Context: an optimization exercise on an open-source flow, tuned for small area. The choices shown serve that exercise and are no tape-out recipe. Where RTL was checked, it was by simulation tests only, not by an equivalence proof against the original. For runs 2 and 3, only the layout was checked, not whether the RTL still works. Power is estimated from default activity; no workload was simulated.

`flow/design.v`:
```
module fenc_crc8 (
    input  wire [7:0] x,
    output wire [7:0] y
);
    wire [7:0] s [0:8];
    assign s[0] = x;
    genvar i;
    generate
        for (i = 0; i < 8; i = i + 1) begin : g_step
            assign s[i+1] = s[i][7] ? ({s[i][6:0], 1'b0} ^ 8'hD5) : {s[i][6:0], 1'b0};
        end
    endgenerate
    assign y = s[8];
endmodule
module fenc_clamp (
    input  wire [15:0] v,
    input  wire        rng,
    input  wire        force_lo,
    input  wire        force_hi,
    output wire [10:0] c
);
    wire signed [15:0] sv = v;
    wire [10:0] lo = rng ? 11'd191  : 11'd1000;
    wire [10:0] hi = rng ? 11'd1792 : 11'd2000;
    wire below = rng ? (sv < 16'sd191)  : (sv < 16'sd1000);
    wire above = rng ? (sv > 16'sd1792) : (sv > 16'sd2000);
    wire lt = force_lo | (!force_hi & below);
    wire gt = force_hi | above;
    assign c = lt ? lo : gt ? hi : v[10:0];
endmodule
module fenc (
    input  wire        clk,
    input  wire        rst,           
    input  wire        cmd_valid,
    output wire        cmd_ready,
    input  wire [31:0] cmd,
    output wire        rsp_valid,
    output wire        rsp_ok,
    output wire [15:0] rsp_data
);
    localparam [7:0] OP_NOP    = 8'h00, OP_LDAX   = 8'h01, OP_LDCH   = 8'h02,
                     OP_SETARM = 8'h03, OP_CSRW   = 8'h04, OP_CSRR   = 8'h05,
                     OP_RDAX   = 8'h06, OP_RDCH   = 8'h07, OP_RDFB   = 8'h08,
                     OP_POP    = 8'h09, OP_REWIND = 8'h0A, OP_RST    = 8'h0F,
                     OP_XORI   = 8'h10, OP_XORB   = 8'h11, OP_CRCI   = 8'h12,
                     OP_CRCB   = 8'h13, OP_MAPM   = 8'h20, OP_MAPC   = 8'h21,
                     OP_FMTM   = 8'h30, OP_FMTC   = 8'h31, OP_ENC    = 8'h40;
    localparam [4:0] S_IDLE = 5'd0,  S_EXEC = 5'd1,  S_RESP = 5'd2,  S_CLR  = 5'd3,
                     S_AXW  = 5'd4,  S_AXS  = 5'd5,  S_CHW  = 5'd6,  S_POLW = 5'd7,
                     S_FBW  = 5'd8,  S_FBS  = 5'd9,  S_MW   = 5'd10, S_MC   = 5'd11,
                     S_MCL  = 5'd12, S_MMIN = 5'd13, S_MINS = 5'd14, S_MAUX = 5'd15,
                     S_MAUXI= 5'd16, S_MREST= 5'd17, S_FW   = 5'd18, S_FR   = 5'd19,
                     S_FEND = 5'd20;
    reg  [7:0] pos;                   
    reg  [3:0] pi;                    
    reg  [3:0] pj;                    
    wire       pos_end = (pos == 8'd175);
    wire [3:0] hch = pos[3:0] + {pos[2:0], 1'b0} + 4'd3;    
    reg [255:0] chr;
    reg [175:0] fbr;
    reg [15:0]  ax0, ax1, ax2, ax3;
    reg [43:0]  polr;
    wire [15:0] chh  = chr[15:0];
    wire        fbh  = fbr[0];
    wire [10:0] polh = polr[10:0];
    reg [4:0]  state;
    reg [4:0]  k;
    reg [15:0] T;                     
    reg [7:0]  op, idx;
    reg        ok_q;
    reg [7:0]  xsum, crc, chk;
    reg [5:0]  optr;
    reg [2:0]  ecode;
    reg        fvalid, fproto, fn16;
    reg [3:0]  cfg;                   
    reg        armed;
    reg        pp;                    
    reg        clr_rsp;
    reg        c1, c2, c3, sgn;
    assign cmd_ready = (state == S_IDLE) && !rst;
    assign rsp_valid = (state == S_RESP) && !rst;
    assign rsp_ok    = ok_q;
    assign rsp_data  = T;
    wire idx0 = (idx == 8'd0);
    wire imm0 = (T == 16'd0);
    reg legal;
    always @* begin
        case (op)
            OP_NOP, OP_POP, OP_REWIND, OP_RST, OP_XORI, OP_CRCI,
            OP_MAPM, OP_MAPC, OP_FMTM, OP_FMTC, OP_ENC:
                           legal = idx0 && imm0;
            OP_LDAX:       legal = (idx[7:2] == 6'd0);
            OP_LDCH:       legal = (idx[7:4] == 4'd0);
            OP_SETARM:     legal = idx0 && (T[15:1] == 15'd0);
            OP_CSRW:       legal = 1'b1;
            OP_CSRR:       legal = imm0;
            OP_RDAX:       legal = (idx[7:2] == 6'd0) && imm0;
            OP_RDCH:       legal = (idx[7:4] == 4'd0) && imm0;
            OP_RDFB:       legal = imm0;
            OP_XORB, OP_CRCB:
                           legal = idx0 && (T[15:8] == 8'd0);
            default:       legal = 1'b0;
        endcase
    end
    wire [5:0] flen = !fvalid ? 6'd0 : fproto ? 6'd26 : fn16 ? 6'd38 : 6'd22;
    wire       err  = (ecode != 3'd0);
    wire       csr_lo  = (idx[7:3] == 5'd0) && (idx[2:0] <= 3'd5);
    wire       csr_pol = (idx[7:2] == 6'b000010);
    reg [15:0] csr_rdata;
    always @* begin
        case (idx[2:0])
            3'd0:    csr_rdata = {12'd0, cfg};
            3'd1:    csr_rdata = {8'd0, 1'b0, ecode, 1'b0, err, fproto, fvalid};
            3'd2:    csr_rdata = {10'd0, flen};
            3'd3:    csr_rdata = {10'd0, optr};
            3'd4:    csr_rdata = {8'd0, xsum};
            default: csr_rdata = {8'd0, crc};
        endcase
    end
    wire in_fmt = (state == S_FW) || (state == S_FR);
    wire [15:0] cl_in  = in_fmt ? chh : T;
    wire        cl_rng = (state == S_CLR) ? pos[1] : (state == S_POLW) ? idx[1] : pp;
    wire        cl_flo = ((state == S_CLR) && !pos[0]) || (state == S_MAUXI);
    wire        cl_fhi = ((state == S_CLR) &&  pos[0]) || (state == S_MAUX);
    wire [10:0] cl_out;
    fenc_clamp u_clamp (.v(cl_in), .rng(cl_rng), .force_lo(cl_flo), .force_hi(cl_fhi), .c(cl_out));
    wire       in_fr  = (state == S_FR);
    wire [2:0] bi     = pp ? pos[2:0] : pj[2:0];
    wire       incl   = pp | cfg[1] | !pi[3];
    wire [7:0] e_fmt  = {7'd0, T[0] & incl} << bi;
    wire [7:0] eng_x  = in_fr ? chk : crc;
    wire [7:0] eng_e  = in_fr ? e_fmt : T[7:0];
    wire [7:0] eng_y  = eng_x ^ eng_e;
    wire [7:0] eng_f;
    fenc_crc8 u_crc (.x(eng_y), .y(eng_f));
    wire       eng_usef = in_fr ? (pp && (pos[2:0] == 3'd7)) : 1'b1;
    wire [7:0] eng_z  = eng_usef ? eng_f : eng_y;
    reg [15:0] axa;
    always @* begin
        case (idx[1:0])
            2'd0: axa = ax0;
            2'd1: axa = ax1;
            2'd2: axa = ax2;
            default: axa = ax3;
        endcase
    end
    wire axh = axa[0];
    wire thr = (idx[1:0] == 2'd3);
    function automatic xterm(input [4:0] kk, input [4:0] o, input tap, input sg);
        xterm = (kk < o) ? 1'b0 : (kk > 5'd15 + o) ? sg : tap;
    endfunction
    wire [4:0]  s_sh = pp ? (thr ? 5'd6 : 5'd7) : (thr ? 5'd9 : 5'd10);
    wire [10:0] cst  = pp ? (thr ? 11'd191 : 11'd992) : (thr ? 11'd1000 : 11'd1500);
    wire [4:0]  kr   = k - s_sh;
    wire        kge  = (k >= s_sh);
    wire        dbit = kge && (kr < 5'd11) && cst[kr[3:0]];
    wire xa  = armed & (pp ? xterm(k, 5'd4, axa[12], sgn) : xterm(k, 5'd7, axa[9], sgn));
    wire xbr = armed & (pp ? xterm(k, 5'd3, axa[13], sgn) : xterm(k, 5'd1, axa[15], sgn));
    wire xcr = armed & xterm(k, 5'd0, axa[0], sgn);
    wire xb  = pp ? xbr : ~xbr;
    wire xc  = pp ? xcr : ~xcr;
    wire s1  = xa ^ xb ^ c1;
    wire s2  = s1 ^ xc ^ c2;
    wire rb  = s2 ^ dbit ^ c3;
    wire c1n = (xa & xb) | (xa & c1) | (xb & c1);
    wire c2n = (s1 & xc) | (s1 & c2) | (xc & c2);
    wire c3n = (s2 & dbit) | (s2 & c3) | (dbit & c3);
    wire ord = pp ? cfg[3] : cfg[2];
    wire [3:0] tgt = {idx[3:1], idx[0] ^ (ord & idx[1] & (state == S_MINS))};
    wire ch_hit = (hch == tgt);
    wire       is_pop = (op == OP_POP);
    wire [5:0] K      = is_pop ? optr : idx[5:0];
    wire [5:0] Km5    = K - 6'd5;
    wire [5:0] Km3    = K - 6'd3;
    wire       fb_hdr = fproto ? (K < 6'd3) : (K < 6'd5);
    wire       fb_chk = fproto ? (K == 6'd25) : (K == (fn16 ? 6'd37 : 6'd21));
    reg  [7:0] fb_cbyte;
    always @* begin
        if (fb_chk) fb_cbyte = chk;
        else if (fproto) begin
            case (K[1:0])
                2'd0:    fb_cbyte = 8'hC8;
                2'd1:    fb_cbyte = 8'h18;
                default: fb_cbyte = 8'h16;
            endcase
        end else begin
            case (K[2:0])
                3'd0:    fb_cbyte = 8'h24;
                3'd1:    fb_cbyte = 8'h4D;
                3'd2:    fb_cbyte = 8'h3C;
                3'd3:    fb_cbyte = fn16 ? 8'h20 : 8'h10;
                default: fb_cbyte = 8'hC8;
            endcase
        end
    end
    wire fb_start = fproto ? (pos == {Km3[4:0], 3'b000})
                           : ((pi == Km5[4:1]) && (pj == {Km5[0], 3'b000}));
    wire fb_mask  = fproto | !Km5[0] | pj[3];
    wire ax_go  = (pos[3:0] == 4'd0);
    wire pol_go = (pos[1:0] == idx[1:0]);
    always @(posedge clk) begin
        chr  <= {chr[15:0], chr[255:16]};
        fbr  <= {fbr[0], fbr[175:1]};
        ax0  <= {ax0[0], ax0[15:1]};
        ax1  <= {ax1[0], ax1[15:1]};
        ax2  <= {ax2[0], ax2[15:1]};
        ax3  <= {ax3[0], ax3[15:1]};
        polr <= {polr[10:0], polr[43:11]};
        if (rst) begin
            pos <= 8'd0; pi <= 4'd0; pj <= 4'd0;
        end else begin
            pos <= pos_end ? 8'd0 : pos + 8'd1;
            if (pj == 4'd10) begin pj <= 4'd0; pi <= pi + 4'd1; end
            else pj <= pj + 4'd1;
        end
        if (rst) begin
            state   <= S_CLR;
            k       <= 5'd0;
            clr_rsp <= 1'b0;
            T       <= 16'd0;
        end else begin
            case (state)
                S_IDLE: begin
                    T   <= cmd[15:0];
                    op  <= cmd[31:24];
                    idx <= cmd[23:16];
                    if (cmd_valid) state <= S_EXEC;
                end
                S_EXEC: begin
                    ok_q  <= 1'b1;
                    state <= S_RESP;
                    if (!legal) begin
                        ok_q <= 1'b0; T <= 16'd0;
                        if (!err) ecode <= 3'd1;
                    end else begin
                        case (op)
                            OP_LDAX, OP_RDAX: state <= S_AXW;
                            OP_LDCH, OP_RDCH: state <= S_CHW;
                            OP_SETARM: begin armed <= T[0]; T <= 16'd0; end
                            OP_CSRW: begin
                                if (idx0) begin cfg <= T[3:0]; T <= 16'd0; end
                                else if (csr_pol) state <= S_POLW;
                                else begin
                                    ok_q <= 1'b0; T <= 16'd0;
                                    if (!err) ecode <= 3'd2;
                                end
                            end
                            OP_CSRR: begin
                                if (csr_lo) T <= csr_rdata;
                                else if (csr_pol) state <= S_POLW;
                                else begin
                                    ok_q <= 1'b0;
                                    if (!err) ecode <= 3'd2;
                                end
                            end
                            OP_RDFB, OP_POP: begin
                                if (!fvalid) begin
                                    ok_q <= 1'b0;
                                    if (!err) ecode <= 3'd4;
                                end else if (is_pop ? (optr == flen) : ({2'b00, flen} <= idx)) begin
                                    ok_q <= 1'b0;
                                    if (!err) ecode <= 3'd3;
                                end else state <= S_FBW;
                            end
                            OP_REWIND: optr <= 6'd0;
                            OP_RST: begin clr_rsp <= 1'b1; k <= 5'd0; state <= S_CLR; end
                            OP_XORI: xsum <= 8'd0;
                            OP_XORB: begin xsum <= xsum ^ T[7:0]; T <= 16'd0; end
                            OP_CRCI: crc <= 8'd0;
                            OP_CRCB: begin crc <= eng_z; T <= 16'd0; end
                            OP_MAPM, OP_MAPC: begin pp <= op[0]; state <= S_MW; end
                            OP_ENC: begin pp <= cfg[0]; state <= S_MW; end
                            OP_FMTM, OP_FMTC: begin pp <= op[0]; state <= S_FW; end
                            default: ;
                        endcase
                    end
                end
                S_CLR: begin
                    cfg <= 4'b1000; armed <= 1'b0; xsum <= 8'd0; crc <= 8'd0;
                    optr <= 6'd0; ecode <= 3'd0; fvalid <= 1'b0; fproto <= 1'b0; fn16 <= 1'b0;
                    ok_q <= 1'b1;
                    k <= k + 5'd1;
                    if (k == 5'd15) state <= clr_rsp ? S_RESP : S_IDLE;
                end
                S_AXW, S_AXS: begin
                    if (state == S_AXS || ax_go) begin
                        T <= {(op == OP_RDAX) & axh, T[15:1]};
                        k <= (state == S_AXW) ? 5'd1 : k + 5'd1;
                        state <= S_AXS;
                        if (state == S_AXS && k == 5'd15) state <= S_RESP;
                    end
                end
                S_CHW: begin
                    if (ch_hit) begin
                        T <= (op == OP_RDCH) ? chh : 16'd0;
                        state <= S_RESP;
                    end
                end
                S_POLW: begin
                    if (pol_go) begin
                        T <= (op == OP_CSRR) ? {5'd0, polh} : 16'd0;
                        state <= S_RESP;
                    end
                end
                S_FBW: begin
                    if (fb_hdr || fb_chk) begin
                        T <= {8'd0, fb_cbyte};
                        if (is_pop) optr <= optr + 6'd1;
                        state <= S_RESP;
                    end else if (fb_start) begin
                        T <= {fbh & fb_mask, T[15:1]};
                        k <= 5'd1;
                        state <= S_FBS;
                    end
                end
                S_FBS: begin
                    T <= {(k < 5'd8) & fbh & fb_mask, T[15:1]};
                    k <= k + 5'd1;
                    if (k == 5'd15) begin
                        if (is_pop) optr <= optr + 6'd1;
                        state <= S_RESP;
                    end
                end
                S_MW: begin
                    c1 <= !pp; c2 <= !pp; c3 <= 1'b0;
                    k <= 5'd0;
                    if (pos[3:0] == 4'd15) state <= S_MC;
                end
                S_MC: begin
                    c1 <= c1n; c2 <= c2n; c3 <= c3n;
                    if (k == 5'd15) sgn <= axh;
                    if (kge) T <= {rb, T[15:1]};
                    k <= k + 5'd1;
                    if (k == s_sh + 5'd15) state <= S_MCL;
                end
                S_MCL: begin
                    T <= {5'd0, cl_out};
                    state <= thr ? S_MMIN : S_MINS;
                end
                S_MMIN: begin
                    if (pos[1:0] == {pp, 1'b1}) begin
                        if (polh < T[10:0]) T <= {5'd0, polh};
                        state <= S_MINS;
                    end
                end
                S_MINS: begin
                    if (ch_hit) begin
                        idx <= idx + 8'd1;
                        state <= (idx[1:0] == 2'd3) ? S_MAUX : S_MW;
                    end
                end
                S_MAUX: begin
                    if (armed) begin
                        T <= {5'd0, cl_out};
                        state <= S_MAUXI;
                    end else if (pos[1:0] == {pp, 1'b0}) begin
                        T <= {5'd0, polh};
                        state <= S_MAUXI;
                    end
                end
                S_MAUXI: begin
                    if (ch_hit) begin
                        T <= {5'd0, cl_out};
                        k <= 5'd0;
                        state <= S_MREST;
                    end
                end
                S_MREST: begin
                    k <= k + 5'd1;
                    if (k == 5'd15) begin
                        T <= 16'd0;
                        state <= (op == OP_ENC) ? S_FW : S_RESP;
                    end
                end
                S_FW: begin
                    chk <= pp ? 8'hD3 : (cfg[1] ? 8'hE8 : 8'hD8);
                    if (pos_end) begin
                        T <= {5'd0, cl_out};
                        state <= S_FR;
                    end
                end
                S_FR: begin
                    chk <= eng_z;
                    if (pj == 4'd10 && !pos_end) T <= {5'd0, cl_out};
                    else T <= {1'b0, T[15:1]};
                    if (pos_end) state <= S_FEND;
                end
                S_FEND: begin
                    if (pp) crc <= chk; else xsum <= chk;
                    fvalid <= 1'b1; fproto <= pp; fn16 <= cfg[1]; optr <= 6'd0;
                    state <= S_RESP;
                end
                default: begin   
                    state <= S_IDLE;
                end
            endcase
        end
        if (!rst) begin
            if ((state == S_CLR) ||
                (state == S_CHW && ch_hit && op == OP_LDCH) ||
                ((state == S_MINS || state == S_MAUXI) && ch_hit) ||
                (state == S_MREST && hch >= 4'd5))
                chr[255:240] <= T;
            if (state == S_FR)
                fbr[175] <= T[0];
            if ((state == S_CLR) || (state == S_POLW && pol_go && op == OP_CSRW))
                polr[43:33] <= cl_out;
            if ((state == S_CLR) ||
                (((state == S_AXW && ax_go) || state == S_AXS) && op == OP_LDAX)) begin
                if (state == S_CLR || idx[1:0] == 2'd0) ax0[15] <= T[0];
                if (state == S_CLR || idx[1:0] == 2'd1) ax1[15] <= T[0];
                if (state == S_CLR || idx[1:0] == 2'd2) ax2[15] <= T[0];
                if (state == S_CLR || idx[1:0] == 2'd3) ax3[15] <= T[0];
            end
        end
    end
endmodule
```
`flow/run.sh`:
```
#!/bin/bash
# synth_recipe.tcl (not shown) runs the flow's synth.tcl, then flattens the netlist and writes it again
# the make line also repeats each setting of config.mk as NAME=value (left out here)
make -C /OpenROAD-flow-scripts/flow DESIGN_CONFIG=/design/flow/config.mk WORK_HOME=/design/flow/orfs CLKGATE_MAP_FILE= SYNTH_SCRIPT=/design/flow/synth_recipe.tcl finish
```
`flow/config.mk`:
```
export PLATFORM = sky130hd
export DESIGN_NAME = fenc
export DESIGN_NICKNAME = fenc
export VERILOG_FILES = /design/flow/design.v
export SDC_FILE = /design/flow/constraint.sdc
export NUM_CORES = 4
export LEC_CHECK = 0
export CAP_MARGIN = 20
export CORE_MARGIN = 2
export CORE_UTILIZATION = 40
export SLEW_MARGIN = 20
```
`flow/constraint.sdc`:
```
create_clock -name core_clock -period 20.0 [get_ports {clk}]
set_input_delay 4.0000 -clock core_clock [delete_from_list [all_inputs] [get_ports {clk}]]
set_output_delay 4.0000 -clock core_clock [all_outputs]
set_load 0.01 [all_outputs]
```
==> results of run 1 <==
worst max-delay path by stage:
stage               from        end  slack, ps  cells after the start
floorplan            rst  cmd_ready      11110                      3
global placement     rst  cmd_ready      10650                      3
detailed placement   rst  cmd_ready      10570                      3
CTS                  rst  cmd_ready      10580                      3
global route         rst  cmd_ready      10490                      3
finish               rst  cmd_ready      10610                      3
worst max-delay path: cells and delay by family:
kind,cells,cell delay [ps]
buffers and inverters,2,830
AND/OR/NAND/NOR,1,560
per-layer routing:
metal,wire (um),global-route usage,vias to the layer above,part of all wire
li1,-,-,7024,-
met1,24800,0.272,7270,0.43
met5,0,0,-,0
met4,2380,0.103,0,0.042
met3,4050,0.0367,134,0.071
met2,26100,0.325,592,0.46
Yosys cell counts, types with 7 or more instances:
| cell | number | area share |
|---|---|---|
| xnor2_1 | 52 | 0.021 |
| nor3_1 | 47 | 0.011 |
| nand3b_1 | 12 | 0.0042 |
| a22oi_1 | 7 | 0.0024 |
| clkbuf_1 | 83 | 0.014 |
| a211oi_1 | 15 | 0.0052 |
| a31oi_1 | 19 | 0.0055 |
| nand2b_1 | 13 | 0.0038 |
| a221o_1 | 8 | 0.0037 |
| a222oi_1 | 9 | 0.0042 |
| and2_1 | 11 | 0.0032 |
| o21ai_0 | 105 | 0.024 |
| nor4_1 | 17 | 0.0049 |
| edfxtp_1 | 63 | 0.088 |
| o31ai_1 | 12 | 0.0042 |
| a21o_1 | 13 | 0.0045 |
| o211ai_1 | 11 | 0.0038 |
| o221ai_1 | 7 | 0.0028 |
| dfxtp_1 | 583 | 0.54 |
| nand4_1 | 17 | 0.0049 |
| o22ai_1 | 11 | 0.0032 |
| nand2_1 | 177 | 0.031 |
| nor2_1 | 138 | 0.024 |
| nor2b_1 | 15 | 0.0043 |
| mux2i_1 | 12 | 0.0056 |
| and3_1 | 9 | 0.0026 |
| o21ai_1 | 7 | 0.0016 |
| nand3_1 | 51 | 0.012 |
| a21oi_1 | 102 | 0.024 |
| inv_1 | 56 | 0.0097 |
| a2111oi_0 | 7 | 0.0028 |
| a221oi_1 | 11 | 0.0045 |
| mux2_2 | 23 | 0.012 |
| ha_1 | 50 | 0.029 |
| nor3b_1 | 9 | 0.0031 |
| buf_2 | 9 | 0.0021 |
| buf_1 | 10 | 0.0017 |
| xor2_1 | 29 | 0.012 |
through the flow:
stage / cell area, sq um / power (W)
final: 25100 / 0.00386
after global routing: 25100 / 0.00405
after CTS: 25100 / 0.00388
after detailed placement: 22800 / 0.00261
after global placement: 22800 / 0.00259
after floorplan: 21600 / 0.00228
state kept, by name, indices dropped and copies added (netlist names), 6 cells and up:
name,cells
fbr,176
polr,44
idx,8
ax0,16
chr,256
crc,8
ax1,16
op,8
xsum,8
optr,6
T,16
chk,8
ax3,16
pos,8
ax2,16
logic make-up after synthesis:
family,Yosys count,synth area share
flip-flops,646,0.628
AND/OR/NAND/NOR,559,0.125
AO/OA/AOI/OAI,423,0.130
buffers and inverters,163,0.0294
XOR/XNOR,85,0.0371
adder cells (fa/ha/maj),55,0.0331
multiplexers,35,0.0176
area by class of cell:
cell class | instances | share of cell area
flip-flops and latches | 646 | 0.540
clock buffers | 89 | 0.0783
repair buffers | 79 | 0.0287
inverters | 59 | 0.00882
clock inverters | 30 | 0.0130
well taps | 696 | 0.0347
multi-input cells | 1157 | 0.296
power groups by stage:
stage	combinational, W	sequential (W)	clock, W
3_5_place_dp	0.000857	0.00175	0
6_report	0.000874	0.00173	0.00126
5_1_grt	0.000948	0.00175	0.00135
2_1_floorplan	0.000609	0.00167	0
3_3_place_gp	0.000849	0.00174	0
4_1_cts	0.000862	0.00173	0.00129
==> results.yml, run 1 <==
power_and_ir_drop:
  vdd_drop_max_mv: 0.0656
  p_comb_frac: 0.226
  pwr-share-seq: 0.447
  cellPowerDensity_mw_per_mm2: 154
  netSwitchingPower_w: 0.00121
  p_clk_frac: 0.326
  internal_power_w: 0.00265
  p_sw_frac: 0.313
  leakagePower_nw: 9.62
clock_tree:
  cts_setup_buffers: 0
  clk_pin_slew_ps: 60
  numCtsBuffers: 66
  clk_latency_ps: 610
  htreeDepth: 3
  cts-root-buf: "clkbuf_16"
  cts_tree: "built"
  cts_sinks: 646
  cts_hold_buffers: 0
  clk_path_buf_depth: 3
  post_cts_resized: 0
drt:
  drt-initial-drc-count: 1295
  final_antenna_net_count: 0
  drc: 0
  dr.pass1.iters: 7
  viasPerCell: 5.45
  totalWireLength_um: 57400
  vias: 15000
  wire_per_inst_um: 20.8
global_routing:
  antenna_found_initial: 1
  grt_overflow: 0
  grt_pass1_wl_um: 88400
  grt_pass1_vias: 14700
  grt_usage: 0.206
  grt_max_degree: 58
yosys:
  ys_warn_count: 2
  avgSynthCellArea_sq_um: 11.0
  synthCells: 1966
  synth_nets: 2055
  synth_area_sq_mm: 0.0216
  synthArstFlopShare: 0
  ys_ff_latch: 646
  synthFlopType: "dfxtp_1"
  synth_edf_count: 63
  ys_seq_area_frac: 0.628
  ys_types: 88
setup_path:
  crit_required_ps: 16000
  r2r_start: "op[0]"
  rrSetupSlack_ps: 14270
  startpoint_type: "input pin"
  path_max_fanout: 9
  crit_slowest_cell: "clkdlybuf4s50_1"
  endpoint_kind: "output port"
  path_cells: "buf_2, nor2_1, clkdlybuf4s50_1"
  max_stage_delay_ps: 670
  r2r_end: "T[2]"
  crit_type: "input pin to output port"
  cp.arrival_ps: 5390
  worstRegToRegCells: 15
place:
  pre_cts_slack_ps: 10570
  hpwl_um: 39400
  placed_cells: 2637
  portBuffers: 53
  gp_congestion: 0.948
finish:
  multi_input_area_sq_mm: 0.00744
  final_common_cell: "dfxtp_1"
  nFillCells: 4930
  instances_no_fill: 2756
  finalNetCount: 2098
  drive_gt1_frac: 0.0913
  diodes: 0
  area_growth_pct: 16.2
  final_cell_mix: "dfxtp_1 (583), nand2_1 (177), nor2_1 (138)"
  fin_util: 0.468
  regArea_sq_mm: 0.0136
sta:
  tightestPinTransition_ps: 1140
  finalCritPeriodShare: 0.470
  fin_tns_setup_ps: 0
  holdWs_ps: 305
  finalWorstSetupSlack_ps: 10610
  clock_skew_ps: 28.1
  drv_slew: 0
  setup_viol: 0
  fmax_mhz: 106
  slew_headroom: 0.237
  rsz0062_at_grt: "no"
  finalHoldViolations: 0
  period_minus_slack_ps: 9390
worst_hold_path:
  min_path_type: "flop to flop"
  whs_path_depth: 0
  hp-start: "chr[16]"
  min_to: "chr[0]"
floorplan:
  die_w_um: 236
  start_util: 0.403
  die_area_sq_mm: 0.0559
  ios: 54
  coreArea_sq_mm: 0.0536
  rows: 85
  die_height_um: 236
job:
  max_cap_violations: 0
outcome:
  status: "finished clean"
==> run 2: changes to the inputs <==
--- a/flow/design.v
+++ b/flow/design.v
@@ -47,3 +47,3 @@
                      OP_FMTM   = 8'h30, OP_FMTC   = 8'h31, OP_ENC    = 8'h40;
-    localparam [4:0] S_IDLE = 5'd0,  S_EXEC = 5'd1,  S_RESP = 5'd2,  S_CLR  = 5'd3,
+    localparam [4:0] S_IDLE = 5'd0,  S_RESP = 5'd2,  S_CLR  = 5'd3,
                      S_AXW  = 5'd4,  S_AXS  = 5'd5,  S_CHW  = 5'd6,  S_POLW = 5'd7,
@@ -68,3 +68,4 @@
     reg [15:0] T;                     
-    reg [7:0]  op, idx;
+    reg [5:0]  idx;                   
+    reg        f;                     
     reg        ok_q;
@@ -77,5 +78,6 @@
     reg        pp;                    
-    reg        clr_rsp;
     reg        c1, c2, c3, sgn;
-    assign cmd_ready = (state == S_IDLE) && !rst;
+    wire idle = (state == S_IDLE);
+    wire fire = idle && cmd_valid;
+    assign cmd_ready = idle && !rst;
     assign rsp_valid = (state == S_RESP) && !rst;
@@ -83,4 +85,7 @@
     assign rsp_data  = T;
-    wire idx0 = (idx == 8'd0);
-    wire imm0 = (T == 16'd0);
+    wire [7:0]  op   = cmd[31:24];
+    wire [7:0]  cidx = cmd[23:16];
+    wire [15:0] imm  = cmd[15:0];
+    wire idx0 = (cidx == 8'd0);
+    wire imm0 = (imm == 16'd0);
     reg legal;
@@ -91,12 +96,12 @@
                            legal = idx0 && imm0;
-            OP_LDAX:       legal = (idx[7:2] == 6'd0);
-            OP_LDCH:       legal = (idx[7:4] == 4'd0);
-            OP_SETARM:     legal = idx0 && (T[15:1] == 15'd0);
+            OP_LDAX:       legal = (cidx[7:2] == 6'd0);
+            OP_LDCH:       legal = (cidx[7:4] == 4'd0);
+            OP_SETARM:     legal = idx0 && (imm[15:1] == 15'd0);
             OP_CSRW:       legal = 1'b1;
             OP_CSRR:       legal = imm0;
-            OP_RDAX:       legal = (idx[7:2] == 6'd0) && imm0;
-            OP_RDCH:       legal = (idx[7:4] == 4'd0) && imm0;
+            OP_RDAX:       legal = (cidx[7:2] == 6'd0) && imm0;
+            OP_RDCH:       legal = (cidx[7:4] == 4'd0) && imm0;
             OP_RDFB:       legal = imm0;
             OP_XORB, OP_CRCB:
-                           legal = idx0 && (T[15:8] == 8'd0);
+                           legal = idx0 && (imm[15:8] == 8'd0);
             default:       legal = 1'b0;
@@ -106,7 +111,7 @@
     wire       err  = (ecode != 3'd0);
-    wire       csr_lo  = (idx[7:3] == 5'd0) && (idx[2:0] <= 3'd5);
-    wire       csr_pol = (idx[7:2] == 6'b000010);
+    wire       csr_lo  = (cidx[7:3] == 5'd0) && (cidx[2:0] <= 3'd5);
+    wire       csr_pol = (cidx[7:2] == 6'b000010);
     reg [15:0] csr_rdata;
     always @* begin
-        case (idx[2:0])
+        case (cidx[2:0])
             3'd0:    csr_rdata = {12'd0, cfg};
@@ -131,3 +136,3 @@
     wire [7:0] eng_x  = in_fr ? chk : crc;
-    wire [7:0] eng_e  = in_fr ? e_fmt : T[7:0];
+    wire [7:0] eng_e  = in_fr ? e_fmt : imm[7:0];
     wire [7:0] eng_y  = eng_x ^ eng_e;
@@ -135,3 +140,3 @@
     fenc_crc8 u_crc (.x(eng_y), .y(eng_f));
-    wire       eng_usef = in_fr ? (pp && (pos[2:0] == 3'd7)) : 1'b1;
+    wire       eng_usef = !in_fr || (pp && (pos[2:0] == 3'd7));
     wire [7:0] eng_z  = eng_usef ? eng_f : eng_y;
@@ -170,4 +175,3 @@
     wire ch_hit = (hch == tgt);
-    wire       is_pop = (op == OP_POP);
-    wire [5:0] K      = is_pop ? optr : idx[5:0];
+    wire [5:0] K      = f ? optr : idx;
     wire [5:0] Km5    = K - 6'd5;
@@ -216,6 +220,6 @@
         if (rst) begin
-            state   <= S_CLR;
-            k       <= 5'd0;
-            clr_rsp <= 1'b0;
-            T       <= 16'd0;
+            state <= S_CLR;
+            k     <= 5'd0;
+            f     <= 1'b0;
+            T     <= 16'd0;
         end else begin
@@ -223,54 +227,55 @@
                 S_IDLE: begin
-                    T   <= cmd[15:0];
-                    op  <= cmd[31:24];
-                    idx <= cmd[23:16];
-                    if (cmd_valid) state <= S_EXEC;
-                end
-                S_EXEC: begin
-                    ok_q  <= 1'b1;
-                    state <= S_RESP;
-                    if (!legal) begin
-                        ok_q <= 1'b0; T <= 16'd0;
-                        if (!err) ecode <= 3'd1;
-                    end else begin
-                        case (op)
-                            OP_LDAX, OP_RDAX: state <= S_AXW;
-                            OP_LDCH, OP_RDCH: state <= S_CHW;
-                            OP_SETARM: begin armed <= T[0]; T <= 16'd0; end
-                            OP_CSRW: begin
-                                if (idx0) begin cfg <= T[3:0]; T <= 16'd0; end
-                                else if (csr_pol) state <= S_POLW;
-                                else begin
-                                    ok_q <= 1'b0; T <= 16'd0;
-                                    if (!err) ecode <= 3'd2;
+                    T   <= imm;
+                    idx <= cidx[5:0];
+                    if (cmd_valid) begin
+                        ok_q  <= 1'b1;
+                        state <= S_RESP;
+                        if (!legal) begin
+                            ok_q <= 1'b0; T <= 16'd0;
+                            if (!err) ecode <= 3'd1;
+                        end else begin
+                            case (op)
+                                OP_LDAX, OP_RDAX: begin f <= !op[2]; state <= S_AXW; end
+                                OP_LDCH, OP_RDCH: begin f <= !op[2]; state <= S_CHW; end
+                                OP_SETARM: begin armed <= imm[0]; T <= 16'd0; end
+                                OP_CSRW: begin
+                                    f <= 1'b1;
+                                    if (idx0) begin cfg <= imm[3:0]; T <= 16'd0; end
+                                    else if (csr_pol) state <= S_POLW;
+                                    else begin
+                                        ok_q <= 1'b0; T <= 16'd0;
+                                        if (!err) ecode <= 3'd2;
+                                    end
+                                end
+                                OP_CSRR: begin
+                                    f <= 1'b0;
+                                    if (csr_lo) T <= csr_rdata;
+                                    else if (csr_pol) state <= S_POLW;
+                                    else begin
+                                        ok_q <= 1'b0;
+                                        if (!err) ecode <= 3'd2;
+                                    end
                                 end
-                            end
-                            OP_CSRR: begin
-                                if (csr_lo) T <= csr_rdata;
-                                else if (csr_pol) state <= S_POLW;
-                                else begin
-                                    ok_q <= 1'b0;
-                                    if (!err) ecode <= 3'd2;
+                                OP_RDFB, OP_POP: begin
+                                    f <= op[0];
+                                    if (!fvalid) begin
+                                        ok_q <= 1'b0;
+                                        if (!err) ecode <= 3'd4;
+                                    end else if (op[0] ? (optr == flen) : ({2'b00, flen} <= cidx)) begin
+                                        ok_q <= 1'b0;
+                                        if (!err) ecode <= 3'd3;
+                                    end else state <= S_FBW;
                                 end
-                            end
-                            OP_RDFB, OP_POP: begin
-                                if (!fvalid) begin
-                                    ok_q <= 1'b0;
-                                    if (!err) ecode <= 3'd4;
-                                end else if (is_pop ? (optr == flen) : ({2'b00, flen} <= idx)) begin
-                                    ok_q <= 1'b0;
-                                    if (!err) ecode <= 3'd3;
-                                end else state <= S_FBW;
-                            end
-                            OP_REWIND: optr <= 6'd0;
-                            OP_RST: begin clr_rsp <= 1'b1; k <= 5'd0; state <= S_CLR; end
-                            OP_XORI: xsum <= 8'd0;
-                            OP_XORB: begin xsum <= xsum ^ T[7:0]; T <= 16'd0; end
-                            OP_CRCI: crc <= 8'd0;
-                            OP_CRCB: begin crc <= eng_z; T <= 16'd0; end
-                            OP_MAPM, OP_MAPC: begin pp <= op[0]; state <= S_MW; end
-                            OP_ENC: begin pp <= cfg[0]; state <= S_MW; end
-                            OP_FMTM, OP_FMTC: begin pp <= op[0]; state <= S_FW; end
-                            default: ;
-                        endcase
+                                OP_REWIND: optr <= 6'd0;
+                                OP_RST: begin f <= 1'b1; k <= 5'd0; state <= S_CLR; end
+                                OP_XORI: xsum <= 8'd0;
+                                OP_XORB: begin xsum <= xsum ^ imm[7:0]; T <= 16'd0; end
+                                OP_CRCI: crc <= 8'd0;
+                                OP_CRCB: begin crc <= eng_z; T <= 16'd0; end
+                                OP_MAPM, OP_MAPC: begin pp <= op[0]; f <= 1'b0; state <= S_MW; end
+                                OP_ENC: begin pp <= cfg[0]; f <= 1'b1; state <= S_MW; end
+                                OP_FMTM, OP_FMTC: begin pp <= op[0]; state <= S_FW; end
+                                default: ;
+                            endcase
+                        end
                     end
@@ -282,3 +287,3 @@
                     k <= k + 5'd1;
-                    if (k == 5'd15) state <= clr_rsp ? S_RESP : S_IDLE;
+                    if (k == 5'd15) state <= f ? S_RESP : S_IDLE;
                 end
@@ -286,3 +291,3 @@
                     if (state == S_AXS || ax_go) begin
-                        T <= {(op == OP_RDAX) & axh, T[15:1]};
+                        T <= {!f & axh, T[15:1]};
                         k <= (state == S_AXW) ? 5'd1 : k + 5'd1;
@@ -294,3 +299,3 @@
                     if (ch_hit) begin
-                        T <= (op == OP_RDCH) ? chh : 16'd0;
+                        T <= f ? 16'd0 : chh;
                         state <= S_RESP;
@@ -300,3 +305,3 @@
                     if (pol_go) begin
-                        T <= (op == OP_CSRR) ? {5'd0, polh} : 16'd0;
+                        T <= f ? 16'd0 : {5'd0, polh};
                         state <= S_RESP;
@@ -307,3 +312,3 @@
                         T <= {8'd0, fb_cbyte};
-                        if (is_pop) optr <= optr + 6'd1;
+                        if (f) optr <= optr + 6'd1;
                         state <= S_RESP;
@@ -319,3 +324,3 @@
                     if (k == 5'd15) begin
-                        if (is_pop) optr <= optr + 6'd1;
+                        if (f) optr <= optr + 6'd1;
                         state <= S_RESP;
@@ -347,3 +352,3 @@
                     if (ch_hit) begin
-                        idx <= idx + 8'd1;
+                        idx <= idx + 6'd1;
                         state <= (idx[1:0] == 2'd3) ? S_MAUX : S_MW;
@@ -371,3 +376,3 @@
                         T <= 16'd0;
-                        state <= (op == OP_ENC) ? S_FW : S_RESP;
+                        state <= f ? S_FW : S_RESP;
                     end
@@ -399,3 +404,3 @@
             if ((state == S_CLR) ||
-                (state == S_CHW && ch_hit && op == OP_LDCH) ||
+                (state == S_CHW && ch_hit && f) ||
                 ((state == S_MINS || state == S_MAUXI) && ch_hit) ||
@@ -405,6 +410,6 @@
                 fbr[175] <= T[0];
-            if ((state == S_CLR) || (state == S_POLW && pol_go && op == OP_CSRW))
+            if ((state == S_CLR) || (state == S_POLW && pol_go && f))
                 polr[43:33] <= cl_out;
             if ((state == S_CLR) ||
-                (((state == S_AXW && ax_go) || state == S_AXS) && op == OP_LDAX)) begin
+                (((state == S_AXW && ax_go) || state == S_AXS) && f)) begin
                 if (state == S_CLR || idx[1:0] == 2'd0) ax0[15] <= T[0];
--- a/flow/config.mk
+++ b/flow/config.mk
@@ -9,3 +9,4 @@
 export CORE_MARGIN = 2
-export CORE_UTILIZATION = 40
+export CORE_UTILIZATION = 65
+export CTS_BUF_LIST = sky130_fd_sc_hd__clkbuf_4 sky130_fd_sc_hd__clkbuf_8
 export SLEW_MARGIN = 20
==> results.yml, run 2 <==
finish:
  diodes: 0
  largest_reg_flops: 256
  finalNetCount: 2099
  final_cell_mix: "dfxtp_1 (583), nor2_1 (150), nand2_1 (121)"
  area_growth_pct: 13.1
  drive_gt1_frac: 0.123
  top_register: "chr"
  final_common_cell: "dfxtp_1"
  fin_util: 0.747
  largest_registers: "chr x256, fbr x176, polr x44"
drt:
  dr.pass1.iters: 6
  final_antenna_net_count: 0
  drc: 0
  wire_per_inst_um: 22.6
  drt-initial-drc-count: 1852
  viasPerCell: 6.19
  totalWireLength_um: 57000
  vias: 15600
sta:
  fin_tns_setup_ps: 0
  finalCritPeriodShare: 0.485
  tightestPinTransition_ps: 1090
  fmax_mhz: 103
  period_minus_slack_ps: 9710
  slew_headroom: 0.269
  holdWs_ps: 313
  drv_slew: 0
  finalWorstSetupSlack_ps: 10290
  rsz0062_at_grt: "no"
  finalHoldViolations: 0
  setup_viol: 0
  clock_skew_ps: 33.7
power_and_ir_drop:
  netSwitchingPower_w: 0.00111
  cellPowerDensity_mw_per_mm2: 146
  pwr-share-seq: 0.482
  p_comb_frac: 0.212
  p_sw_frac: 0.313
  vdd_drop_max_mv: 0.106
  p_clk_frac: 0.306
  leakagePower_nw: 9.40
  total_power_w: 0.00355
  internal_power_w: 0.00244
outcome:
  status: "finished clean"
setup_path:
  startpoint_type: "input pin"
  worstRegToRegCells: 14
  crit_required_ps: 16000
  crit_start: "rst"
  rrSetupSlack_ps: 14330
  crit_type: "input pin to output port"
  r2r_start: "idx[1]"
  cp.arrival_ps: 5710
  r2r_end: "T[15]"
  path_max_fanout: 49
  endpoint_kind: "output port"
floorplan:
  coreArea_sq_mm: 0.0326
  start_util: 0.660
  die_height_um: 186
  die_area_sq_mm: 0.0346
  rows: 66
  die_w_um: 186
  ios: 54
job:
  max_cap_violations: 0
worst_hold_path:
  min_path_type: "flop to flop"
  hp-start: "chr[89]"
  whs_path_depth: 0
  min_to: "chr[73]"
clock_tree:
  htreeDepth: 3
  cts_tree: "built"
  cts_sinks: 636
  numCtsBuffers: 90
  post_cts_resized: 0
  cts_hold_buffers: 0
  clk_pin_slew_ps: 60
  clk_path_buf_depth: 3
  cts_setup_buffers: 0
  cts-root-buf: "clkbuf_8"
  clk_latency_ps: 680
place:
  gp_congestion: 0.981
  pre_cts_slack_ps: 10340
  hpwl_um: 37700
  portBuffers: 53
yosys:
  ys_types: 94
  avgSynthCellArea_sq_um: 11.1
  synth_area_sq_mm: 0.0215
  synth_edf_count: 53
  ys_seq_area_frac: 0.616
  synth_most_common_cell: "dfxtp_1"
  synthCells: 1945
  synth_area_leaders: "dfxtp_1 (54%), edfxtp_1 (7.4%), ha_1 (2.8%)"
  ys_ff_latch: 636
  synth_top_area_frac: 0.542
  synthArstFlopShare: 0
  ys_warn_count: 2
  synthFlopType: "dfxtp_1"
  synth_nets: 2033
  synth_largest_area_cell: "dfxtp_1"
  synthTopCellsByCount: "dfxtp_1 (583), nor2_1 (150), nand2_1 (121), a21oi_1 (98), o21ai_0 (95)"
global_routing:
  grt_overflow: 0
  grt_pass1_wl_um: 87400
  grt_pass1_vias: 15400
  grt_usage: 0.334
  grt_max_degree: 50
  antenna_found_initial: 0
[run 2: changes by cell type after synthesis, moves of 12 or more]
| cell | before | now |
|---|---|---|
| a221oi_1 | 11 | 24 |
| clkbuf_1 | 83 | 63 |
| nand2_1 | 177 | 121 |
| mux2_2 | 23 | 35 |
| nand3_1 | 51 | 38 |
| nor2_1 | 138 | 150 |
[run 2: cell families after synthesis]
group                    count (synthesis)  synth area share
flip-flops                             636             0.616
AND/OR/NAND/NOR                        522             0.120
buffers and inverters                  161            0.0305
multiplexers                            53            0.0268
adder cells (fa/ha/maj)                 53            0.0322
XOR/XNOR                                74            0.0320
AO/OA/AOI/OAI                          446             0.142
[run 2: layout make-up]
cell class	instances	area [sq um]
repair buffers	73	673
fillers	2047	8260
inverters	62	233
flip-flops and latches	636	13300
well taps	442	553
clock buffers	135	1700
clock inverters	26	275
multi-input cells	1148	7660
[run 2: how the worst max path moves through the flow]
stage           endpoint  slack (ps)  depth (start not counted)
3_5_place_dp   cmd_ready       10340                          4
2_1_floorplan  rsp_valid       11290                          3
5_1_grt        cmd_ready       10170                          4
3_3_place_gp   cmd_ready       10430                          4
4_1_cts        cmd_ready       10330                          4
6_report       cmd_ready       10290                          4
[run 2: layer usage]
metal / GRT usage / routed length (um) / vias to the layer above
li1: - / - / 7108
met1: 0.449 / 23500 / 7420
met2: 0.518 / 26100 / 890
met3: 0.0614 / 4870 / 184
met4: 0.169 / 2450 / 0
met5: 0 / 0 / -
[run 2: power by group through the flow]
| stage | logic (W) | clock network [W] | registers [W] |
|---|---|---|---|
| 2_1_floorplan | 0.000521 | 0 | 0.00165 |
| 3_3_place_gp | 0.000701 | 0 | 0.00171 |
| 3_5_place_dp | 0.000718 | 0 | 0.00172 |
| 4_1_cts | 0.000730 | 0.00110 | 0.00171 |
| 5_1_grt | 0.000805 | 0.00116 | 0.00173 |
| 6_report | 0.000752 | 0.00109 | 0.00171 |
[run 2: worst max-delay path, cell delays in order]
cell	delay (ps)
buf_2	120
buf_4	310
nor4_1	580
clkdlybuf4s50_1	660
[run 2: stage by stage]
step / instances / cell area, sq um
2_1_floorplan: 1945 / 21500
5_1_grt: 2522 / 24400
3_3_place_gp: 2360 / 22400
6_report: 2522 / 24400
4_1_cts: 2521 / 24300
3_5_place_dp: 2360 / 22400
==> run 3: changes to the inputs <==
--- a/flow/design.v
+++ b/flow/design.v
@@ -52,3 +52,3 @@
                      S_MAUXI= 5'd16, S_MREST= 5'd17, S_FW   = 5'd18, S_FR   = 5'd19,
-                     S_FEND = 5'd20;
+                     S_FC   = 5'd20;
     reg  [7:0] pos;                   
@@ -71,3 +71,3 @@
     reg        ok_q;
-    reg [7:0]  xsum, crc, chk;
+    reg [7:0]  xsum, crc;
     reg [5:0]  optr;
@@ -132,7 +132,11 @@
     wire       in_fr  = (state == S_FR);
-    wire [2:0] bi     = pp ? pos[2:0] : pj[2:0];
-    wire       incl   = pp | cfg[1] | !pi[3];
-    wire [7:0] e_fmt  = {7'd0, T[0] & incl} << bi;
-    wire [7:0] eng_x  = in_fr ? chk : crc;
-    wire [7:0] eng_e  = in_fr ? e_fmt : imm[7:0];
+    wire       in_fc  = (state == S_FC);
+    wire       pass   = in_fr | in_fc;
+    wire       ebit   = in_fr ? T[0] : fbh;
+    wire [2:0] bi     = fproto ? pos[2:0] : pj[2:0];
+    wire       incl   = fproto | fn16 | !pi[3];
+    wire [7:0] e_fmt  = {7'd0, ebit & incl} << bi;
+    wire       sel_crc = in_fr ? fproto : op[1];
+    wire [7:0] eng_x  = in_fc ? T[7:0] : sel_crc ? crc : xsum;
+    wire [7:0] eng_e  = pass ? e_fmt : imm[7:0];
     wire [7:0] eng_y  = eng_x ^ eng_e;
@@ -140,4 +144,5 @@
     fenc_crc8 u_crc (.x(eng_y), .y(eng_f));
-    wire       eng_usef = !in_fr || (pp && (pos[2:0] == 3'd7));
+    wire       eng_usef = pass ? (fproto && (pos[2:0] == 3'd7)) : op[1];
     wire [7:0] eng_z  = eng_usef ? eng_f : eng_y;
+    wire [7:0] chk_init = fproto ? 8'hD3 : (fn16 ? 8'hE8 : 8'hD8);
     reg [15:0] axa;
@@ -156,7 +161,5 @@
     endfunction
-    wire [4:0]  s_sh = pp ? (thr ? 5'd6 : 5'd7) : (thr ? 5'd9 : 5'd10);
-    wire [10:0] cst  = pp ? (thr ? 11'd191 : 11'd992) : (thr ? 11'd1000 : 11'd1500);
-    wire [4:0]  kr   = k - s_sh;
-    wire        kge  = (k >= s_sh);
-    wire        dbit = kge && (kr < 5'd11) && cst[kr[3:0]];
+    wire [25:0] csh  = pp ? (thr ? 26'h0002FC0 : 26'h001F000) : (thr ? 26'h007D000 : 26'h0177000);
+    wire        dbit = csh[k];
+    wire        mc_end = (k == (pp ? (thr ? 5'd21 : 5'd22) : (thr ? 5'd24 : 5'd25)));
     wire xa  = armed & (pp ? xterm(k, 5'd4, axa[12], sgn) : xterm(k, 5'd7, axa[9], sgn));
@@ -182,4 +185,3 @@
     always @* begin
-        if (fb_chk) fb_cbyte = chk;
-        else if (fproto) begin
+        if (fproto) begin
             case (K[1:0])
@@ -271,3 +273,3 @@
                                 OP_XORI: xsum <= 8'd0;
-                                OP_XORB: begin xsum <= xsum ^ imm[7:0]; T <= 16'd0; end
+                                OP_XORB: begin xsum <= eng_z; T <= 16'd0; end
                                 OP_CRCI: crc <= 8'd0;
@@ -310,3 +312,8 @@
                 S_FBW: begin
-                    if (fb_hdr || fb_chk) begin
+                    if (fb_chk) begin
+                        if (pos_end) begin
+                            T <= {8'd0, chk_init};
+                            state <= S_FC;
+                        end
+                    end else if (fb_hdr) begin
                         T <= {8'd0, fb_cbyte};
@@ -336,5 +343,5 @@
                     if (k == 5'd15) sgn <= axh;
-                    if (kge) T <= {rb, T[15:1]};
+                    T <= {rb, T[15:1]};
                     k <= k + 5'd1;
-                    if (k == s_sh + 5'd15) state <= S_MCL;
+                    if (mc_end) state <= S_MCL;
                 end
@@ -352,3 +359,3 @@
                     if (ch_hit) begin
-                        idx <= idx + 6'd1;
+                        idx[2:0] <= idx[2:0] + 3'd1;
                         state <= (idx[1:0] == 2'd3) ? S_MAUX : S_MW;
@@ -380,3 +387,4 @@
                 S_FW: begin
-                    chk <= pp ? 8'hD3 : (cfg[1] ? 8'hE8 : 8'hD8);
+                    fproto <= pp; fn16 <= cfg[1];
+                    if (pp) crc <= 8'hD3; else xsum <= cfg[1] ? 8'hE8 : 8'hD8;
                     if (pos_end) begin
@@ -387,11 +395,16 @@
                 S_FR: begin
-                    chk <= eng_z;
+                    if (fproto) crc <= eng_z; else xsum <= eng_z;
                     if (pj == 4'd10 && !pos_end) T <= {5'd0, cl_out};
                     else T <= {1'b0, T[15:1]};
-                    if (pos_end) state <= S_FEND;
+                    if (pos_end) begin
+                        fvalid <= 1'b1; optr <= 6'd0;
+                        state <= S_RESP;
+                    end
                 end
-                S_FEND: begin
-                    if (pp) crc <= chk; else xsum <= chk;
-                    fvalid <= 1'b1; fproto <= pp; fn16 <= cfg[1]; optr <= 6'd0;
-                    state <= S_RESP;
+                S_FC: begin
+                    T <= {8'd0, eng_z};
+                    if (pos_end) begin
+                        if (f) optr <= optr + 6'd1;
+                        state <= S_RESP;
+                    end
                 end
==> flow/flow/run.sh (new file) <==
#!/bin/bash
# Standard ORFS layout with two changes:
#  - synthesis maps the logic with flow/abc_map.script (area only: no ABC buffering or
#    gate sizing); everything else in synthesis, registers included, is unchanged;
#  - CTS uses larger sink clusters and no dummy loads.
set -euo pipefail
here=$(pwd)
rm -rf scripts_map
cp -r "$FLOW_HOME/scripts" scripts_map
cp flow/abc_map.script scripts_map/abc_speed.script
bash standard.sh SCRIPTS_DIR="$here/scripts_map" synth > synth.log 2>&1
export CTS_ARGS="-sink_clustering_enable -repair_clock_nets -dont_use_dummy_load -buf_list {sky130_fd_sc_hd__clkbuf_8 sky130_fd_sc_hd__clkbuf_16} -sink_clustering_size 30 -sink_clustering_max_diameter 60"
bash standard.sh > layout.log 2>&1
==> flow/flow/abc_map.script (new file) <==
&get -n
&st
&dch
&nf -R 1000
&st
&syn2
&dch -f
&nf -R 1000
&st
&syn2
&dch -f
&nf -R 1000
&put
topo
==> flow/standard.sh (new file) <==
#!/bin/bash
# synth_recipe.tcl (not shown) runs the flow's synth.tcl, then flattens the netlist and writes it again
# the make line also repeats each setting of config.mk as NAME=value (left out here)
make -C /OpenROAD-flow-scripts/flow DESIGN_CONFIG=/design/flow/config.mk WORK_HOME=/design/flow/orfs CLKGATE_MAP_FILE= SYNTH_SCRIPT=/design/flow/synth_recipe.tcl "${@:-finish}"
--- a/flow/config.mk
+++ b/flow/config.mk
@@ -10,3 +10,2 @@
 export CORE_UTILIZATION = 65
-export CTS_BUF_LIST = sky130_fd_sc_hd__clkbuf_4 sky130_fd_sc_hd__clkbuf_8
 export SLEW_MARGIN = 20
removed: flow/run.sh
==> results.yml, run 3 <==
outcome:
  status: "finished clean"
yosys:
  synthCells: 1675
  synthArstFlopShare: 0
  ys_seq_area_frac: 0.670
  synth_area_sq_mm: 0.0194
  avgSynthCellArea_sq_um: 11.6
  ys_warn_count: 2
  synthTopCellsByCount: "dfxtp_1 (583), nor2_1 (172), nand2_1 (117), a21oi_1 (112), o21ai_0 (77)"
  synth_area_leaders: "dfxtp_1 (60%), edfxtp_1 (7.0%), nor2_1 (3.3%)"
  synth_top_area_frac: 0.601
  synth_largest_area_cell: "dfxtp_1"
  synth_edf_count: 45
  ys_ff_latch: 628
  ys_types: 57
  synth_most_common_cell: "dfxtp_1"
  synthFlopType: "dfxtp_1"
  synth_nets: 1758
job:
  max_cap_violations: 0
finish:
  diodes: 0
  final_cell_mix: "dfxtp_1 (583), nor2_1 (171), nand2_1 (117)"
  fin_area_sq_mm: 0.0214
  top_register: "chr"
  largest_registers: "chr x256, fbr x176, polr x44"
  area_growth_pct: 9.93
  instances_no_fill: 2166
  drive_gt1_frac: 0.0310
  final_common_cell: "dfxtp_1"
  largest_reg_flops: 256
  finalNetCount: 1861
global_routing:
  grt_usage: 0.330
  grt_overflow: 0
  grt_pass1_wl_um: 78100
  grt_max_degree: 49
  use_met2: 0.530
  grt_use_met1: 0.444
  top_usage_layer: "met2"
  use_met3: 0.0608
  antenna_found_initial: 2
  grt_pass1_vias: 13300
sta:
  rsz0062_at_grt: "no"
  slew_headroom: 0.278
  finalHoldViolations: 0
  period_minus_slack_ps: 9430
  holdWs_ps: 283
  fin_tns_setup_ps: 0
  setup_viol: 0
  clock_skew_ps: 93.5
  finalCritPeriodShare: 0.471
  fmax_mhz: 106
  tightestPinTransition_ps: 1080
  drv_slew: 0
setup_path:
  cp.depth: 4
  path_cells: "buf_2, buf_4, nor2_1, clkdlybuf4s50_1"
  cp_top_family: "buffers and inverters"
  endpoint_kind: "output port"
  path_max_fanout: 48
  cp.arrival_ps: 5430
  endpoint: "cmd_ready"
  crit_start: "rst"
  rrSetupSlack_ps: 14140
  crit_type: "input pin to output port"
  crit_required_ps: 16000
  worstRegToRegCells: 19
  startpoint_type: "input pin"
  r2r_end: "T[7]"
  r2r_start: "state[1]"
  max_stage_delay_ps: 610
  crit_slowest_cell: "clkdlybuf4s50_1"
  path_buf_inv: 3
drt:
  vias: 13700
  totalWireLength_um: 51800
  final_antenna_net_count: 0
  viasPerCell: 6.30
  drc: 0
  dr.pass1.iters: 9
  drt-initial-drc-count: 1954
  wire_per_inst_um: 23.9
clock_tree:
  numCtsBuffers: 30
  clk_latency_ps: 620
  htreeDepth: 1
  cts_hold_buffers: 0
  clk_path_buf_depth: 3
  post_cts_resized: 0
  cts_tree: "built"
  cts_sinks: 628
  cts_setup_buffers: 0
  clk_pin_slew_ps: 90
  cts-root-buf: "clkbuf_16"
place:
  placed_cells: 2136
  hpwl_um: 36300
  portBuffers: 53
  placed_cell_area_sq_mm: 0.0206
  gp_congestion: 0.998
floorplan:
  die_w_um: 177
  ios: 54
  start_util: 0.657
  rows: 63
  die_height_um: 177
  coreArea_sq_mm: 0.0296
  die_area_sq_mm: 0.0313
worst_hold_path:
  min_path_type: "flop to flop"
power_and_ir_drop:
  total_power_w: 0.00241
  leakagePower_nw: 8.14
  vdd_drop_max_mv: 0.100
  cellPowerDensity_mw_per_mm2: 113
-- run 3: changes by cell type after synthesis, sizes merged, moves of 11 or more --
cell / before / now
a21oi: 98 / 112
a221oi: 28 / 15
a31oi: 29 / 15
buf: 35 / 0
clkbuf: 64 / 0
clkinv: 0 / 50
inv: 62 / 0
mux2: 35 / 18
nand3: 38 / 27
nor2: 151 / 172
nor3: 53 / 36
o21ai: 102 / 77
-- run 3: worst min path at each step --
stage	slack [ps]	from	depth (start not counted)	end
floorplan	310	ax0[1]	0	ax0[0]
global placement	310	polr[13]	0	polr[2]
detailed placement	310	ax2[14]	0	ax2[13]
CTS	270	fbr[14]	0	fbr[13]
global route	270	fbr[14]	0	fbr[13]
finish	280	fbr[14]	0	fbr[13]
-- run 3: per-layer routing --
metal / wire length [um] / share of wire
met4: 2440 / 0.047
met5: 21 / 0.00041
met1: 20400 / 0.39
met3: 5370 / 0.10
met2: 23500 / 0.45
-- run 3: cells by family (layout without fill, tap and decap cells) --
logic type,count (synthesis),count (layout),share of synthesized area
and+or+nand+nor,477,477,0.114
muxes,46,46,0.0249
adders and majority gates,48,48,0.0321
buffers and inverters,50,151,0.00966
xor gates and xnor gates,64,64,0.0288
DFF,628,628,0.670
AOI/OAI and AO/OA,362,362,0.121
-- run 3: area by class of cell --
class | instances | area, sq um
multi-input cells | 997 | 6250
flip-flops and latches | 628 | 13000
repair buffers | 71 | 661
inverters | 50 | 188
clock buffers | 30 | 751
well taps | 390 | 488
fillers | 2003 | 8200
-- run 3: power breakdown --
part	switching, W	internal, W
registers	0.0000848	0.00143
logic	0.000168	0.0000953
clock network	0.000361	0.000266
-- run 3: metrics by stage --
stage | setup WS (ps) | utilization
floorplan | 11590 | -
global placement | 10640 | 0.697
detailed placement | 10590 | 0.697
CTS | 10600 | 0.722
global route | 10520 | 0.723
finish | 10570 | 0.723
-- run 3: worst register-to-register path: stages (launching register included) --
cell and delay (ps):
dfxtp_1 770, nand2_1 200, nor2_1 460, nand2_1 370
and2_0 490, a211oi_1 290, o21ai_0 180, nor3_1 430
a22oi_1 200, xnor2_1 430, xor2_1 190, xnor2_1 440
xor2_1 260, xor2_1 190, nor2_1 70, xnor2_1 270
clkinv_1 170, o2111ai_1 210, a22oi_1 90, nor2_1 110

static timing again, ports no longer ideal:
In the flow no input, the clock included, has a driving cell. The finished layouts below were timed again as built, in two steps.
Step 1 assumes that a clkbuf_16 drives the clock port and a buf_2 every other input.
Step 2 times the ports against the registers' clock, not the clock port: input delays grow and output delays shrink by t, the midpoint of the rising clock arrivals with the driver on.
Slacks: ideal / step 1 / step 2; pairs: ideal / step 1.
| run | t, ns | setup slack, ns | worst slew at a driven data input, ns |
|---|---|---|---|
| run 1 | 0.655 | 10.609 / 10.588 / 10.588 | 0.05 |
| run 2 | 0.709 | 10.294 / 10.272 / 10.272 | 0.04 |
| run 3 | 0.631 | 10.575 / 10.556 / 10.556 | 0.05 |
After both steps every run listed still meets setup and hold. The setup slack of run 2, which loses most, moves by -0.022 ns with the drivers and by -0.022 ns with both steps.
